This is an optimization exercise on Yosys and OpenROAD, whose aim is small area, a short achievable clock period and few clock cycles, not a production implementation. Only simulation tests tie the RTL to the original design; equivalence was not proved. Power figures rest on the tool's default switching activity, not on a simulated workload.

## design/flow/flow/run.sh

```bash
#!/bin/bash
# Layout flow: the standard ORFS flow, unchanged, except that repair_timing
# aims for 6 ns of setup slack (a 3 ns target) instead of 0.
set -euo pipefail
export SETUP_SLACK_MARGIN=6
bash standard.sh > standard.log 2>&1
```

## design/flow/standard.sh

```bash
#!/bin/bash
# synth_recipe.tcl (not shown) runs the flow's synth.tcl, then flattens the netlist and writes it again
# the make line also repeats each setting of config.mk as NAME=value (left out here)
make -C /OpenROAD-flow-scripts/flow DESIGN_CONFIG=/design/flow/config.mk WORK_HOME=/design/flow/orfs CLKGATE_MAP_FILE= SYNTH_SCRIPT=/design/flow/synth_recipe.tcl "${@:-finish}"
```

## design/flow/config.mk

```make
export PLATFORM = sky130hd
export DESIGN_NAME = blind_chunk_rx
export DESIGN_NICKNAME = blind_chunk_rx
export VERILOG_FILES = /design/flow/design.v
export SDC_FILE = /design/flow/constraint.sdc
export NUM_CORES = 4
export LEC_CHECK = 0
export CAP_MARGIN = 30
export CORE_MARGIN = 2
export CORE_UTILIZATION = 65
export CTS_CLUSTER_DIAMETER = 80
export CTS_CLUSTER_SIZE = 30
export SLEW_MARGIN = 20
```

## design/flow/constraint.sdc

```tcl
create_clock -name core_clock -period 9.0 [get_ports {clk}]
set_input_delay 1.8000 -clock core_clock [delete_from_list [all_inputs] [get_ports {clk}]]
set_output_delay 1.8000 -clock core_clock [all_outputs]
set_load 0.01 [all_outputs]
```

## design/flow/design.v

```verilog
module blind_chunk_rx (
    input  wire        clk,
    input  wire        rst,         
    input  wire        cmd_valid,
    input  wire [1:0]  cmd_op,
    input  wire [7:0]  cmd_data,
    output wire        cmd_ready,
    output reg         tok_valid,
    output wire [7:0]  tok_data,
    output reg         evt_valid,
    output reg  [3:0]  evt_code,
    output reg  [15:0] evt_a,
    output reg  [15:0] evt_b,
    output reg         dst_valid,
    output reg  [7:0]  dst_data,
    input  wire        dst_ready
);
    localparam integer CHUNK_MAX = 256;
    localparam integer IMG_CAP   = 16384;
    localparam [1:0] OP_BYTE = 2'd0, OP_START = 2'd1, OP_TIMEOUT = 2'd2, OP_ABORT = 2'd3;
    localparam [1:0] PH_OFF = 2'd0, PH_HDR = 2'd1, PH_PAY = 2'd2, PH_CHK = 2'd3;
    localparam [3:0] EV_STARTED  = 4'd0, EV_SIZE_ERR = 4'd1, EV_CHK_ERR  = 4'd2,
                     EV_IDX_ERR  = 4'd3, EV_CAP_ERR  = 4'd4, EV_CHUNK_OK = 4'd5,
                     EV_COMPLETE = 4'd6, EV_TIMEOUT  = 4'd7, EV_ABORTED  = 4'd8,
                     EV_IGNORED  = 4'd9;
    function [7:0] crc8_step;
        input [7:0] a;
        input [7:0] b;
        integer i;
        reg [7:0] c;
        begin
            c = a ^ b;
            for (i = 0; i < 8; i = i + 1)
                c = c[7] ? ((c << 1) ^ 8'h07) : (c << 1);
            crc8_step = c;
        end
    endfunction
    reg        rdy;
    reg        m_full;
    reg [1:0]  m_op;
    reg [7:0]  m_dat;
    wire       go;              
    wire       fire = cmd_valid && rdy;
    wire       cpend_nx, wfull_nx, qfull_nx, pay_nx;
    assign cmd_ready = rdy;
    always @(posedge clk) begin
        if (rst) begin
            rdy    <= 1'b1;
            m_full <= 1'b0;
        end else begin
            rdy    <= !cpend_nx && !qfull_nx && !(wfull_nx && pay_nx);
            m_full <= rdy ? fire : (m_full && !go);
        end
        if (!m_full || go) begin
            m_op  <= cmd_op;
            m_dat <= cmd_data;
        end
    end
    reg [1:0]  phase;
    reg [7:0]  cnt;             
    reg [16:0] expected;        
    reg [14:0] dlen;            
    reg [7:0]  chk_acc;         
    reg [15:0] idx;             
    reg        last_hi;         
    reg [7:0]  size_hi;
    reg [8:0]  size;            
    reg        last;            
    reg        idx_ok;          
    reg        cap_ok;          
    reg        cpend;           
    reg        tok_nack, tok_ack;
    assign tok_data = {3'b000, tok_nack, 1'b0, 1'b1, tok_ack, tok_nack};
    localparam integer RING_LEN = 258;    
    localparam integer QD       = 4;      
    localparam integer LAND_MAX = 8;      
    localparam integer OF       = 8;     
    localparam integer OFB      = 3;      
    reg [8*RING_LEN-1:0] rb;              
    reg [RING_LEN-1:0]   rf;              
    wire [7:0]           g_byte = rb[8*(RING_LEN-1) +: 8];
    wire                 g_flag = rf[RING_LEN-1];
    reg [1:0]  wn;
    reg [7:0]  w0, w1, w2;
    reg        w0_first, w1_first, w2_first;    
    reg        tail_ok;                   
    reg [QD-1:0] qv;                      
    reg [QD-1:0] qtype;
    reg [8:0]  qcnt [0:QD-1];
    reg [8:0]  flush;                     
    reg        flushing;                  
    reg [8:0]  blk;                       
    reg        blocked;                   
    reg        nval;                      
    reg [8:0]  npos;                      
    wire q_full = qv[QD-1];
    wire w_full = (wn == 2'd3);
    reg [15:0] npos_oh;                   
    wire is_byte = (m_op == OP_BYTE);
    wire in_pay  = is_byte && phase == PH_PAY;
    assign go    = m_full && !cpend && !q_full && !(in_pay && w_full);
    wire b_hdr = go && is_byte && phase == PH_HDR;
    wire b_pay = go && in_pay;
    wire b_chk = go && is_byte && phase == PH_CHK;
    wire b_off = go && is_byte && phase == PH_OFF;
    wire o_start = go && m_op == OP_START;
    wire o_tmo   = go && m_op == OP_TIMEOUT && phase != PH_OFF;
    wire o_abort = go && m_op == OP_ABORT   && phase != PH_OFF;
    wire        hdr_end  = (cnt[2:0] == 3'd6);
    wire        sz_big   = (size_hi > 8'd1) || (size_hi == 8'd1 && m_dat != 8'd0);
    wire        sz_zero  = (size_hi == 8'd0) && (m_dat == 8'd0);
    wire [8:0]  size9    = {size_hi[0], m_dat};
    wire [15:0] dlen_cap = {1'b0, dlen} + {7'd0, size9};
    wire [8:0]  cnt_inc  = {1'b0, cnt} + 9'd1;
    wire        pay_end  = (cnt_inc == size);
    wire        chk_ok   = (chk_acc == m_dat);
    wire [16:0] idx_inc  = {1'b0, idx} + 17'd1;
    wire        accept   = b_chk && chk_ok && idx_ok && cap_ok;
    wire        e_size   = b_hdr && hdr_end && sz_big;
    wire        e_chk    = b_chk && !chk_ok;
    wire        e_idx    = b_chk && chk_ok && !idx_ok;
    wire        e_cap    = b_chk && chk_ok && idx_ok && !cap_ok;
    assign cpend_nx = accept && last;
    assign pay_nx   = (b_hdr && hdr_end && !sz_big && !sz_zero) ||
                      (phase == PH_PAY && !(go && !is_byte) && !(b_pay && pay_end));
    always @(posedge clk) begin
        if (rst) begin
            phase    <= PH_OFF;
            cnt      <= 8'd0;
            expected <= 17'd0;
            dlen     <= 15'd0;
            cpend    <= 1'b0;
        end else begin
            cpend  <= cpend_nx;
            if (o_start) begin
                phase    <= PH_HDR;
                cnt      <= 8'd0;
                expected <= 17'd0;
                dlen     <= 15'd0;
            end
            if (o_tmo) begin
                phase <= PH_HDR;
                cnt   <= 8'd0;
            end
            if (o_abort)
                phase <= PH_OFF;
            if (b_hdr) begin
                if (hdr_end) begin
                    cnt  <= 8'd0;
                    if (!sz_big)
                        phase <= sz_zero ? PH_CHK : PH_PAY;
                end else begin
                    cnt <= cnt_inc[7:0];
                end
            end
            if (b_pay) begin
                if (pay_end) begin
                    phase <= PH_CHK;
                    cnt   <= 8'd0;
                end else begin
                    cnt <= cnt_inc[7:0];
                end
            end
            if (b_chk)
                phase <= (accept && !last) || e_chk || e_idx ? PH_HDR : PH_OFF;
            if (accept) begin
                dlen     <= dlen + {6'd0, size};
                expected <= expected + 17'd1;
            end
        end
    end
    always @(posedge clk) begin
        if (b_hdr) begin
            chk_acc <= crc8_step((cnt[2:0] == 3'd0) ? 8'h00 : chk_acc, m_dat);
            if (cnt[2:0] == 3'd1) idx[15:8] <= m_dat;
            if (cnt[2:0] == 3'd2) idx[7:0]  <= m_dat;
            if (cnt[2:0] == 3'd3) last_hi   <= (idx_inc[16:8] == {1'b0, m_dat});
            if (cnt[2:0] == 3'd4) last      <= last_hi && (idx_inc[7:0] == m_dat);
            if (cnt[2:0] == 3'd5) size_hi   <= m_dat;
            if (hdr_end) begin
                size   <= size9;
                idx_ok <= ({1'b0, idx} == expected);
                cap_ok <= (dlen_cap <= IMG_CAP);
            end
        end
        if (b_pay)
            chk_acc <= chk_acc ^ m_dat;
    end
    always @(posedge clk) begin
        if (rst) begin
            tok_valid <= 1'b0;
            evt_valid <= 1'b0;
        end else begin
            tok_valid <= o_tmo || e_size || e_chk || e_idx || accept;
            evt_valid <= cpend || o_start || o_tmo || o_abort || b_off ||
                         e_size || e_chk || e_idx || e_cap || accept;
        end
        tok_nack <= !accept;
        tok_ack  <= accept;
        evt_code <= cpend   ? EV_COMPLETE :
                    o_start ? EV_STARTED  :
                    o_tmo   ? EV_TIMEOUT  :
                    o_abort ? EV_ABORTED  :
                    b_off   ? EV_IGNORED  :
                    e_size  ? EV_SIZE_ERR :
                    e_chk   ? EV_CHK_ERR  :
                    e_idx   ? EV_IDX_ERR  :
                    e_cap   ? EV_CAP_ERR  : EV_CHUNK_OK;
        evt_a <= ({16{cpend}}           & {1'b0, dlen})
               | ({16{o_tmo}}           & {14'd0, phase})
               | ({16{b_off}}           & {8'd0, m_dat})
               | ({16{e_size}}          & {size_hi, m_dat})
               | ({16{e_chk}}           & {8'd0, chk_acc})
               | ({16{e_idx || accept}} & idx)
               | ({16{e_cap}}           & {1'b0, dlen});
        evt_b <= ({16{o_tmo}}           & {8'd0, cnt})
               | ({16{e_chk}}           & {8'd0, m_dat})
               | ({16{e_idx}}           & expected[15:0])
               | ({16{e_cap || accept}} & {7'd0, size});
    end
    wire [8:0] att_bytes = (phase == PH_PAY) ? {1'b0, cnt} : (phase == PH_CHK) ? size : 9'd0;
    wire       att_fail  = e_chk || e_idx || e_cap || o_tmo || o_abort || o_start;
    wire       q_push    = (accept && size != 9'd0) || (att_fail && att_bytes != 9'd0);
    wire       q_ptype   = accept;
    wire [8:0] q_pcnt    = accept ? size : att_bytes;
    reg  [7:0]     oq [0:OF-1];
    reg  [OFB-1:0] oq_wp, oq_rp;
    reg  [OFB:0]   oq_n;
    reg            oq_room;               
    reg            oq_one;                
    wire           oq_any  = (oq_n != 0);           
    wire           oq_take = oq_any && dst_ready;
    wire [OFB-1:0] oq_rp1  = oq_rp + 1'b1;
    wire       g_live    = g_flag && !flushing;
    wire       g_seg     = g_live && !blocked && qv[0];
    wire       g_drop    = g_seg && !qtype[0];
    wire       g_out     = g_seg && qtype[0] && oq_room;
    wire       g_keep    = g_live && !g_drop && !g_out;
    wire       g_newest  = nval && npos == RING_LEN - 1;
    wire       q_pop     = (g_drop || g_out) && qcnt[0] == 9'd1;
    wire        l_dense  = nval && !w0_first;
    wire [15:0] l_oh     = l_dense ? npos_oh : 16'd4;
    wire        l_near   = |l_oh[LAND_MAX:2];
    wire        l_free   = !(|(l_oh[LAND_MAX:2] & rf[LAND_MAX-1:1]));
    wire        land     = wn != 2'd0 && l_near && l_free && (l_dense || tail_ok);
    wire [1:0] wn_nx = wn + {1'b0, b_pay} - {1'b0, land};
    wire       w_maybe_full = (wn == 2'd3) || (wn == 2'd2 && b_pay);
    assign qfull_nx = q_pop ? (qv[QD-1] && q_push) : (qv[QD-1] || (qv[QD-2] && q_push));
    wire [OFB:0] oq_n_nx = oq_n + {{OFB{1'b0}}, g_out} - {{OFB{1'b0}}, oq_take};
    wire         oq_dry  = oq_take ? oq_one : !oq_any;
    assign wfull_nx = w_maybe_full;
    integer i;
    always @(posedge clk) begin
        rb <= {rb[8*(RING_LEN-1)-1:0], g_byte};
        for (i = 2; i <= LAND_MAX; i = i + 1)
            if (land && l_oh[i])
                rb[8*i +: 8] <= w0;
        if (rst) begin
            rf        <= {rf[RING_LEN-2:2], 3'b000};
            flush     <= RING_LEN - 3;
            flushing  <= 1'b1;
            blk       <= 9'd0;
            blocked   <= 1'b0;
            nval      <= 1'b0;
            npos_oh   <= 16'd0;
            tail_ok   <= 1'b1;
            wn        <= 2'd0;
            qv        <= {QD{1'b0}};
            dst_valid <= 1'b0;
            oq_n      <= 0;
            oq_room   <= 1'b1;
            oq_one    <= 1'b0;
            oq_wp     <= 0;
            oq_rp     <= 0;
        end else begin
            rf <= {rf[RING_LEN-2:0], g_keep};
            for (i = 2; i <= LAND_MAX; i = i + 1)
                if (land && l_oh[i])
                    rf[i] <= 1'b1;
            if (flushing) begin
                flush    <= flush - 9'd1;
                flushing <= (flush != 9'd1);
            end
            if (blocked) begin
                blk     <= blk - 9'd1;
                blocked <= (blk != 9'd1);
            end else if (g_keep) begin
                blk     <= RING_LEN - 1;
                blocked <= 1'b1;
            end
            if (land)
                tail_ok <= l_oh[2];
            else if (g_newest && !g_keep)
                tail_ok <= 1'b1;
            else if (rf[1])
                tail_ok <= nval && npos == 9'd1;
            if (land) begin
                nval    <= 1'b1;
                npos    <= l_dense ? npos : 9'd2;
                npos_oh <= l_oh;
            end else if (g_newest) begin
                nval    <= g_keep;
                npos    <= 9'd0;
                npos_oh <= 16'd1;
            end else begin
                npos    <= npos + 9'd1;
                npos_oh <= {npos_oh[14:0], 1'b0};
            end
            wn <= wn_nx;
            if (q_pop)
                qv <= {1'b0, qv[QD-1:1]} | ({QD{q_push}} & (qv & ~{1'b0, qv[QD-1:1]}));
            else if (q_push)
                qv <= {qv[QD-2:0], 1'b1};
            oq_n    <= oq_n_nx;
            oq_room <= (oq_n_nx != OF);
            oq_one  <= (oq_n_nx == 1);
            oq_wp <= oq_wp + {{(OFB-1){1'b0}}, g_out};
            oq_rp <= oq_rp + {{(OFB-1){1'b0}}, oq_take};
            dst_valid <= (oq_n_nx != 0);
        end
        if (g_out)
            oq[oq_wp] <= g_byte;
        dst_data <= oq_dry ? g_byte : oq_take ? oq[oq_rp1] : oq[oq_rp];
        if (land) begin
            w0 <= w1;  w0_first <= w1_first;
            w1 <= w2;  w1_first <= w2_first;
        end
        if (b_pay) begin
            if (wn_nx == 2'd1) begin w0 <= m_dat; w0_first <= (cnt == 8'd0); end
            if (wn_nx == 2'd2) begin w1 <= m_dat; w1_first <= (cnt == 8'd0); end
            if (wn_nx == 2'd3) begin w2 <= m_dat; w2_first <= (cnt == 8'd0); end
        end
        if (q_pop) begin
            for (i = 0; i < QD - 1; i = i + 1) begin
                qtype[i] <= qtype[i+1];
                qcnt[i]  <= qcnt[i+1];
            end
        end else if (g_drop || g_out) begin
            qcnt[0] <= qcnt[0] - 9'd1;
        end
        for (i = 0; i < QD; i = i + 1) begin
            if (q_push && (q_pop ? (qv[i] && (i == QD - 1 || !qv[i+1]))
                                 : (!qv[i] && (i == 0 || qv[i-1])))) begin
                qtype[i] <= q_ptype;
                qcnt[i]  <= q_pcnt;
            end
        end
    end
endmodule
```

==> results of run 1 <==
state kept, by name, summed over array words and instances (netlist names), 9 cells and up:
| signal | count |
|---|---|
| qcnt | 36 |
| rf | 258 |
| evt_b | 16 |
| npos_oh | 9 |
| dlen | 15 |
| blk | 9 |
| idx | 16 |
| oq | 64 |
| rb | 2064 |
| flush | 9 |
| evt_a | 16 |
| npos | 9 |
| size | 9 |
| expected | 17 |
routing by layer:
metal | up-vias | part of all wire [%] | GRT usage [%]
li1 | 13400 | - | -
met1 | 13000 | 49 | 28.8
met2 | 608 | 44 | 29.9
met3 | 197 | 4.3 | 3.15
met4 | 2 | 2.9 | 6.01
met5 | - | 0.013 | 0
what timing repair did:
| action | CTS | global route |
|---|---|---|
| hold buffers | 0 | 0 |
| gates cloned | 3 | 4 |
| hold endpoints to repair | 0 | 0 |
| setup buffers | 5 | 18 |
| endpoints found under the setup margin | 208 | 232 |
| resized for setup | 321 | 61 |
| pin swaps | 3 | 13 |
power by group through the flow:
stage	registers, mW	clock network, mW	logic [mW]
global route	13.3	6.01	1.09
CTS	13.2	5.62	0.955
floorplan	13.3	0	0.705
detailed placement	13.4	0	0.904
global placement	13.4	0	0.853
finish	13.2	5.49	0.994
cell type report:
type / instances / area, µm² / share of cell area, %
clock buffer: 118 / 2610 / 3.74
tap: 1287 / 1610 / 2.30
sequential: 2660 / 55100 / 78.8
inverter: 46 / 193 / 0.276
timing repair buffer: 109 / 1060 / 1.51
clock inverter: 16 / 288 / 0.412
timing repair inverter: 1 / 8.76 / 0.0125
antenna: 1 / 2.50 / 0.00358
multi-input combinational: 1211 / 9010 / 12.9
worst paths after layout:
path	slack, ns	cells past startpoint	endpoint
min reg2reg	0.30	0	rb[707]
min	0.30	0	rb[707]
max	5.94	1	cmd_ready
max reg2reg	6.02	8	chk_acc[2]
stage by stage:
stage	setup WS (ns)	instances	total power [mW]	hold WS, ns	area [µm²]
finish	5.94	5449	19.6	0.303	69900
global route	5.88	5448	20.4	0.311	69900
CTS	5.89	5425	19.8	0.301	69500
detailed placement	4.86	5283	14.3	0.312	66300
global placement	4.88	5279	14.2	0.310	66300
floorplan	5.51	4013	14.0	0.310	64500
cell usage in the layout (no fill, tap or decap), types with 8 or more instances in the layout:
| cell type | n |
|---|---|
| and3_1 | 31 |
| mux2_2 | 96 |
| nor3_1 | 40 |
| mux2i_1 | 46 |
| nand2_1 | 144 |
| xnor2_1 | 62 |
| clkbuf_1 | 16 |
| a21oi_2 | 10 |
| nor2b_1 | 23 |
| a21o_1 | 15 |
| a21oi_1 | 91 |
| clkbuf_16 | 102 |
| clkdlybuf4s50_1 | 11 |
| buf_2 | 8 |
| xor2_1 | 48 |
| edfxtp_1 | 177 |
| inv_1 | 40 |
| nor2_1 | 139 |
| nand4_1 | 15 |
| or3_1 | 8 |
| a222oi_1 | 8 |
| nor4_1 | 17 |
| ha_1 | 37 |
| dfxtp_1 | 2432 |
| nand3b_1 | 11 |
| nand2b_1 | 12 |
| nand3_1 | 54 |
| dfxtp_2 | 43 |
| or2_2 | 11 |
| dfxtp_4 | 8 |
| and2_1 | 15 |
| buf_4 | 36 |
| o21ai_0 | 67 |
| mux4_2 | 32 |
| buf_6 | 49 |
cells by family after synthesis:
kind of cell | after synthesis | share of synthesized area (%)
flip-flops | 2660 | 85.7
AND/OR/NAND/NOR | 580 | 4.45
AO/OA/AOI/OAI | 282 | 2.76
multiplexers | 174 | 3.52
buffers and inverters | 147 | 0.955
XOR/XNOR | 117 | 1.66
adder cells (fa/ha/maj) | 48 | 0.970
other | 2 | 0.0117
synthesized netlist by cell type, drive strengths merged (16+ instances only):
cell / instances / share of area, %
nand2: 149 / 0.87
nand4: 16 / 0.18
mux2: 96 / 1.7
and2: 18 / 0.18
nor2: 148 / 0.86
edfxtp: 177 / 8.3
o21ai: 70 / 0.55
nor2b: 26 / 0.25
clkbuf: 70 / 0.41
dfxtp: 2483 / 77
nand3: 55 / 0.43
nor3: 43 / 0.34
mux4: 32 / 1.1
a21oi: 101 / 0.79
xor2: 50 / 0.68
and3: 33 / 0.32
xnor2: 64 / 0.87
nor4: 19 / 0.19
ha: 45 / 0.88
buf: 31 / 0.27
mux2i: 46 / 0.72
inv: 45 / 0.26
==> metrics.cfg, run 1 <==
[die]
die_h_um=318
row_count=115
floorplan.initialDensity_pct=65.5
ioPinCount=70
dieArea_um2=101000
die_x_um=318
core_um2=98100

[global_route]
antenna_found_initial=3
grt_pass1_vias=28000
grt-ovfl-total=0
grt_max_degree=88
grt_use_total_pct=19.5
grt_pass1_wl_um=157000

[clocking]
clk_latency_ns=0.73
cts-htree-levels=3
numCtsBuffers=102
cts_tree=built
path_clk_slew_ns=0.11
numClockSinks=2660
cts_buffer_depth=3
cts-root-buf=clkbuf_16

[detailed_routing]
vias=27300
totalWireLength_um=98200
first_pass_iters=9
routedWlPerCell_um=18.0
viasPerCell=5.00
first_iter_violations=2025
drcViolationCount=0
ant_nets=0

[worst_setup_path]
critPathMaxFanout=3
start_kind=flop
critPathBufInv=1
worstSetupStartpoint=rdy
path_cells=buf_6
slowest_delay_ns=0.44
crit_family=flip-flops
endpoint_kind=output pin
critical_path_arrival_ns=1.26
worstReg2RegStart=cnt[1]
cp_slowest_cell=dfxtp_4
required_ns=7.20
setup.worst_path.class=reg -> out

[yosys]
synth_seq_cells=2660
yosysWarnings=4
syn_avg_cell_area_um2=16.0
synth-seq-area-share_pct=85.7
synthArstFlopShare_pct=0
netlist_instances=4010
syn_area_um2=64200
synth_flop_cell=dfxtp_1
synth_edf_count=177
ys_types=80

[pwr]
p_per_area_nw_per_um2=281
power_switching_mw=4.21
switching_share_pct=21.4
intPower_mw=15.4
pwr-share-comb_pct=5.1
clock_power_share_pct=27.9
ir_drop_uv=253
leakage_nw=27.1
p_seq_share_pct=67.0

[timing]
slew_violations=0
slew_headroom_pct=27.8
finalCritPeriodShare_pct=34.0
rsz0062_at_grt=yes
finClkSkew_ns=0.0528
setup_tns_ns=0
setup_viol=0
min_period_ns=3.06
hold_viol=0
fmax_mhz=327
worst_pin_slew_ns=1.06

[layout]
fill_cells=6149
area_delta_synth_final_pct=8.82
final_core_util_pct=71.2
nets=4193
drive_gt1_share_pct=11.7

[hold_path]
worstHoldStart=rb[699]
hold_class=reg -> reg

[placement]
finalWeightedCongestion=0.845
hpwl_um=55400
io_buffer_count=64

[run_status]
status=no timing/DRC/antenna violations

[job]
drv_cap=0

Testbench counts, summed over its fixed seeds: cycles 57,639.
==> run 2: changes to the inputs <==
--- a/design/flow/design.v
+++ b/design/flow/design.v
@@ -74,5 +74,5 @@
     localparam integer RING_LEN = 258;    
     localparam integer QD       = 4;      
-    localparam integer LAND_MAX = 8;      
+    localparam integer LAND_MAX = 4;      
     localparam integer OF       = 8;     
     localparam integer OFB      = 3;      
==> run 2 against run 1 <==
Still clean. Largest cell class unchanged. Non-clock buffer count rose by 4. Die area fell by 0.86%. Power fell by 1.2%. Wire length rose by 1.6%. Critical endpoint unchanged. Critical path type unchanged. Global-route usage rose by 0.51 points. Core utilization rose by 0.41 points.
==> metrics.cfg, run 2 <==
[die]
dieArea_um2=100000
floorplan.initialDensity_pct=65.7
row_count=114
core_um2=96900
die_x_um=317
ioPinCount=70
die_h_um=317

[yosys]
synthSimpleGateAreaFrac_pct=4.23
synth-seq-area-share_pct=86.3
syn_avg_cell_area_um2=16.2
synth_flop_cell=dfxtp_1
yosys.area.top_type=dfxtp_1
synth_top_area_share_pct=77.9
synth_most_common_cell=dfxtp_1
yosysWarnings=4
synth_edf_count=177
synth_compound_area_share_pct=2.95
synthXorXnorAreaFrac_pct=1.61
syn_area_um2=63700
synthMuxAreaShare_pct=3.01
ys_top_cells_by_count=2,479 x dfxtp_1, 177 x edfxtp_1, 149 x nand2_1, 149 x nor2_1, 85 x a21oi_1
synthArstFlopShare_pct=0
synth_top_family_by_area=simple AND/OR/NAND/NOR gates
synth_seq_cells=2656
ys_types=83
netlist_instances=3941
synthTopCellsByArea=dfxtp_1 78%, edfxtp_1 8.3%, mux4_2 1.1%
yosys.area_share.adder_pct=0.979

[worst_setup_path]
start_kind=flop
critical_path_arrival_ns=1.24
worstSetupStartpoint=rdy
setup.worst_path.class=reg -> out
worstReg2RegStart=m_op[1]
worst-r2r-cell-count=12
timing.rr.end=w1[1]
crit_family=flip-flops
slowest_delay_ns=0.42
critPathMaxFanout=2
critPathBufInv=1
cp_slowest_cell=dfxtp_4
path_cells=buf_6
required_ns=7.20
rrSetupSlack_ns=5.98
endpoint_kind=output pin

[timing]
setup_tns_ns=0
min_period_ns=3.04
slew_violations=0
finalCritPeriodShare_pct=33.8
finClkSkew_ns=0.0541
rsz0062_at_grt=yes
hold_viol=0
setup_viol=0
slew_headroom_pct=34.7
setup_slack_ns=5.96
worst_pin_slew_ns=0.976
fmax_mhz=329

[detailed_routing]
dr_wl_met2_um=46500
drcViolationCount=0
routed-wl-met3_um=3520
vias=26800
totalWireLength_um=99800
first_pass_iters=8
first_iter_violations=1637
ant_nets=0
top_layer=met4
drt-met1-wl_um=47000
routedWlPerCell_um=18.6
viasPerCell=4.98

[clocking]
path_clk_slew_ns=0.11
cts-root-buf=clkbuf_16
clk_latency_ns=0.75
numClockSinks=2656
numCtsBuffers=102
holdBufCountCts=0
cts-htree-levels=3
cts_tree=built
cts_buffer_depth=3

[layout]
final_core_util_pct=71.6
drive_gt1_share_pct=11.0
biggestRegsByFlops=rb x2064, rf x258, oq x64
regMostFlops=rb
nets=4129
fill_cells=5820
final_area_um2=69400
area_delta_synth_final_pct=8.96
final_common_cell=dfxtp_1
mostFrequentLayoutCells=2,433 x dfxtp_1, 177 x edfxtp_1, 148 x nand2_1, 138 x nor2_1, 103 x clkbuf_16
largest_reg_flops=2064

[global_route]
grt_pass1_wl_um=157000
grt_max_degree=56
grt_use_total_pct=20.0
grt-ovfl-total=0
grt_pass1_vias=27800
antenna_found_initial=2

[pwr]
clock_power_share_pct=28.5
power_switching_mw=4.15
pwr-share-comb_pct=4.6
switching_share_pct=21.4
intPower_mw=15.3
p_seq_share_pct=66.9
leakage_nw=26.7
p_per_area_nw_per_um2=280
ir_drop_uv=252

[hold_path]
worstHoldStart=rb[43]
holdPathEnd=rb[51]
whs_path_depth=0
hold_class=reg -> reg

[placement]
dp_worst_setup_slack_ns=4.69
finalWeightedCongestion=0.896
io_buffer_count=64
placed_cell_area_um2=65800
hpwl_um=56500

[run_status]
status=no timing/DRC/antenna violations

[job]
drv_cap=0

==> run 2: changes by cell type after synthesis, moves of 7 or more <==
cell      change
nand3_1       -8
a31oi_1       +8
nor3_1       -12
a221o_1       -7
mux2_2       -34
and3_1       -10
a211oi_1     +10
buf_2         +7
a21oi_1      -16
==> run 2: worst max path at each step <==
stage | to | cells past startpoint
after floorplan | dst_valid | 12
after global placement | dst_valid | 12
after detailed placement | dlen[11] | 8
after CTS | cmd_ready | 1
after global routing | w1[1] | 12
final | cmd_ready | 1
==> run 2: logic make-up (layout without fill, tap and decap cells) <==
logic type	after synthesis	in the layout
buffers and inverters	138	289
XOR/XNOR	112	112
adder cells (fa/ha/maj)	48	48
AND/OR/NAND/NOR	551	555
AO/OA/AOI/OAI	290	290
multiplexers	144	144
other	2	6
flip-flops	2656	2656
==> run 2: repair_timing <==
item                       in CTS  in global routing
setup endpoints to repair     206                167
cloned                          3                  2
pin swaps                       4                 11
gates resized for setup       319                 59
buffers inserted               13                 13
==> run 2: power groups by stage <==
stage	clock network (mW)	logic [mW]	registers, mW
floorplan	0	0.609	13.1
global placement	0	0.770	13.2
detailed placement	0	0.825	13.2
CTS	5.66	0.876	13.0
global route	6.04	0.990	13.1
finish	5.53	0.901	13.0
==> run 2: layout make-up <==
type / count / area [µm²] / share of cell area, %
Clock inverter: 14 / 260 / 0.375
Timing Repair inverter: 1 / 7.51 / 0.0108
Timing Repair Buffer: 113 / 1050 / 1.52
Antenna cell: 1 / 2.50 / 0.00361
Inverter: 39 / 165 / 0.238
Tap cell: 1276 / 1600 / 2.30
Multi-Input combinational cell: 1154 / 8610 / 12.4
Clock buffer: 122 / 2660 / 3.83
Sequential cell: 2656 / 55000 / 79.3
==> run 2: routing by layer <==
layer	vias up	GRT usage, %
met5	-	0
met4	0	5.97
met3	176	2.97
met2	461	32.4
met1	13000	28.3
li1	13200	-
==> run 2: metrics by stage <==
step | hold slack [ns] | total power [mW] | instances
floorplan | 0.310 | 13.7 | 3944
global placement | 0.310 | 14.0 | 5203
detailed placement | 0.312 | 14.1 | 5206
CTS | 0.318 | 19.6 | 5358
global route | 0.319 | 20.1 | 5375
finish | 0.309 | 19.4 | 5376
Testbench counts of run 2, summed over its fixed seeds: cycles 57,639.
==> run 3: changes to the inputs <==
--- a/design/flow/config.mk
+++ b/design/flow/config.mk
@@ -9,5 +9,5 @@
 export CORE_MARGIN = 2
 export CORE_UTILIZATION = 65
-export CTS_CLUSTER_DIAMETER = 80
-export CTS_CLUSTER_SIZE = 30
+export CTS_CLUSTER_DIAMETER = 70
+export CTS_CLUSTER_SIZE = 25
 export SLEW_MARGIN = 20
==> run 3 against run 2 <==
Still clean. Hold slack better by 0.0097 ns. Die area stayed put. Global-route usage is 1.0 points higher. Maximum frequency is 0.40% lower. Flip-flop and latch count stayed put. Sequential share of layout area is 0.96 points lower. Sequential power hardly changed. Non-clock buffer count is 2 higher. Final cell count is 0.73% higher. Clock skew is 0.027 ns lower. Combinational power is 2% higher. Clock power is 15% higher.
==> metrics.cfg, run 3 <==
[detailed_routing]
vias=27200
viasPerCell=5.03
first_iter_violations=1652
ant_nets=0
totalWireLength_um=104000
drcViolationCount=0
routedWlPerCell_um=19.2
first_pass_iters=7

[global_route]
grt_pass1_vias=28500
grt_max_degree=56
grt_use_total_pct=21.0
grt_pass1_wl_um=163000
grt-ovfl-total=0
antenna_found_initial=4

[clocking]
cts-root-buf=clkbuf_16
numClockSinks=2656
cts_tree=built
numCtsBuffers=130
cts-htree-levels=4
path_clk_slew_ns=0.09
cts_buffer_depth=3
holdBufCountCts=0
clk_latency_ns=0.75

[yosys]
syn_area_um2=63700
synth_most_common_cell=dfxtp_1
synth_flop_cell=dfxtp_1
yosys.area.top_type=dfxtp_1
synth_edf_count=177
synthArstFlopShare_pct=0
ys_top_cells_by_count=2,479 x dfxtp_1, 177 x edfxtp_1, 149 x nand2_1, 149 x nor2_1, 85 x a21oi_1
yosysWarnings=4
syn_avg_cell_area_um2=16.2
synthTopCellsByArea=dfxtp_1 78%, edfxtp_1 8.3%, mux4_2 1.1%
synth-seq-area-share_pct=86.3
netlist_instances=3941
synth_top_area_share_pct=77.9
ys_types=83
synth_seq_cells=2656

[timing]
finClkSkew_ns=0.0268
setup_slack_ns=5.94
fmax_mhz=327
setup_tns_ns=0
min_period_ns=3.06
rsz0062_at_grt=yes
worst_pin_slew_ns=0.999
slew_violations=0
finalCritPeriodShare_pct=34.0
setup_viol=0
hold_viol=0
holdWs_ns=0.319
slew_headroom_pct=33.1

[run_status]
status=no timing/DRC/antenna violations

[layout]
nets=4159
layout.cells.non_filler=5415
biggestRegsByFlops=rb x2064, rf x258, oq x64
regMostFlops=rb
drive_gt1_share_pct=11.9
area_delta_synth_final_pct=10.3
final_common_cell=dfxtp_1
mostFrequentLayoutCells=2,434 x dfxtp_1, 177 x edfxtp_1, 148 x nand2_1, 139 x nor2_1, 136 x clkbuf_16
final_core_util_pct=72.5
largest_reg_flops=2064

[hold_path]
hold_class=reg -> reg
worstHoldStart=rb[415]

[worst_setup_path]
setup.worst_path.class=reg -> out
critPathBufInv=1
critical_path_arrival_ns=1.26
cp_slowest_cell=dfxtp_4
path_cells=buf_6
critPathMaxFanout=2
slowest_delay_ns=0.41
start_kind=flop
crit_family=flip-flops
required_ns=7.20
endpoint_kind=output pin
worstSetupStartpoint=rdy
worstReg2RegStart=m_op[1]

[die]
core_um2=96900
ioPinCount=70
floorplan.initialDensity_pct=65.7
die_h_um=317
row_count=114
dieArea_um2=100000
die_x_um=317

[placement]
io_buffer_count=64
dp_worst_setup_slack_ns=4.69
hpwl_um=56500
numPlacedInstances=5206
finalWeightedCongestion=0.896

[pwr]
ir_drop_uv=249
switching_share_pct=21.5
p_seq_share_pct=64.1
pwr-share-comb_pct=4.5
clock_power_share_pct=31.4
leakage_nw=27.2
power_switching_mw=4.37
intPower_mw=15.9
p_per_area_nw_per_um2=289

[job]
drv_cap=0

run 3: changes by cell type in the layout (fill, tap and decap cells not counted), sizes merged:
| cell | previous run | this run |
|---|---|---|
| buf | 101 | 103 |
| clkbuf | 123 | 152 |
| inv | 43 | 53 |
| clkinv | 9 | 7 |
run 3: power groups by stage:
stage | Sequential (mW) | Clock (mW) | Combinational [mW]
final | 13.0 | 6.38 | 0.916
after detailed placement | 13.2 | 0 | 0.825
after CTS | 13.0 | 6.52 | 0.862
after global routing | 13.1 | 6.91 | 1.00
after global placement | 13.2 | 0 | 0.770
after floorplan | 13.1 | 0 | 0.609
run 3: worst paths after layout:
| path | end | slack, ns | cells past startpoint |
|---|---|---|---|
| setup reg to reg | w1[6] | 6.04 | 12 |
| hold / removal | rb[423] | 0.32 | 0 |
| setup / recovery | cmd_ready | 5.94 | 1 |
| hold reg to reg | rb[423] | 0.32 | 0 |
run 3: cell families (layout without fill, tap and decap cells):
group | count (synthesis) | after routing | synth area share (%)
AO/OA/AOI/OAI | 290 | 290 | 2.95
XOR/XNOR | 112 | 112 | 1.61
adder cells (fa/ha/maj) | 48 | 48 | 0.979
buffers and inverters | 138 | 328 | 0.912
flip-flops | 2656 | 2656 | 86.3
multiplexers | 144 | 144 | 3.01
other | 2 | 6 | 0.0118
AND/OR/NAND/NOR | 551 | 555 | 4.23
run 3: per-layer routing:
layer,global-route usage [%],up-vias,part of all wire (%)
met5,0,-,0.013
met4,6.61,2,2.5
met3,3.59,196,4.2
met2,34.6,592,48
met1,28.8,13100,46
li1,-,13300,-
run 3: layout make-up:
cell class	instances	area (µm²)
Multi-Input combinational cell	1154	8590
Timing Repair inverter	1	7.51
Clock buffer	151	3460
Inverter	39	165
Fill cell	5635	26600
Clock inverter	22	318
Antenna cell	1	2.50
Tap cell	1276	1600
Timing Repair Buffer	115	1060
Sequential cell	2656	55000
run 3: stage by stage:
step / instance area [µm²] / power (mW)
floorplan: 63900 / 13.7
global placement: 65800 / 14.0
detailed placement: 65800 / 14.1
CTS: 69800 / 20.4
global route: 70200 / 21.0
finish: 70200 / 20.3
run 3: what timing repair did:
item | 4_1_cts | 5_1_grt
cloned | 3 | 2
buffers inserted | 14 | 14
gates resized for setup | 315 | 60
endpoints found under the setup margin | 208 | 184
pin swaps | 4 | 11

what the ideal ports hide:
In the flow no input, the clock included, has a driving cell. The finished layouts below were timed again as built, in two steps. Step 1, drivers: a clkbuf_16 drives clk and a buf_2 each remaining input, both assumed. Step 2 times the ports against the registers' clock, not the clock port: input delays grow and output delays shrink by t, the midpoint of the rising clock arrivals with the driver on. Slacks: no drivers / after step 1 / after step 2; pairs: no drivers / after step 1.
run	t (ns)	slack for setup (ns)	slew at the worst register clock pin (ns)	cell pins on the clock port's net
run 1	0.773	5.944 / 5.874 / 5.203	0.12 / 0.12	1
run 2	0.791	5.957 / 5.888 / 5.357	0.12 / 0.12	1
run 3	0.805	5.944 / 5.875 / 5.351	0.10 / 0.10	1
After both steps setup and hold are still met in every run listed. The setup slack of run 1, which loses most, moves by -0.070 ns with the drivers and by -0.741 ns with both steps.
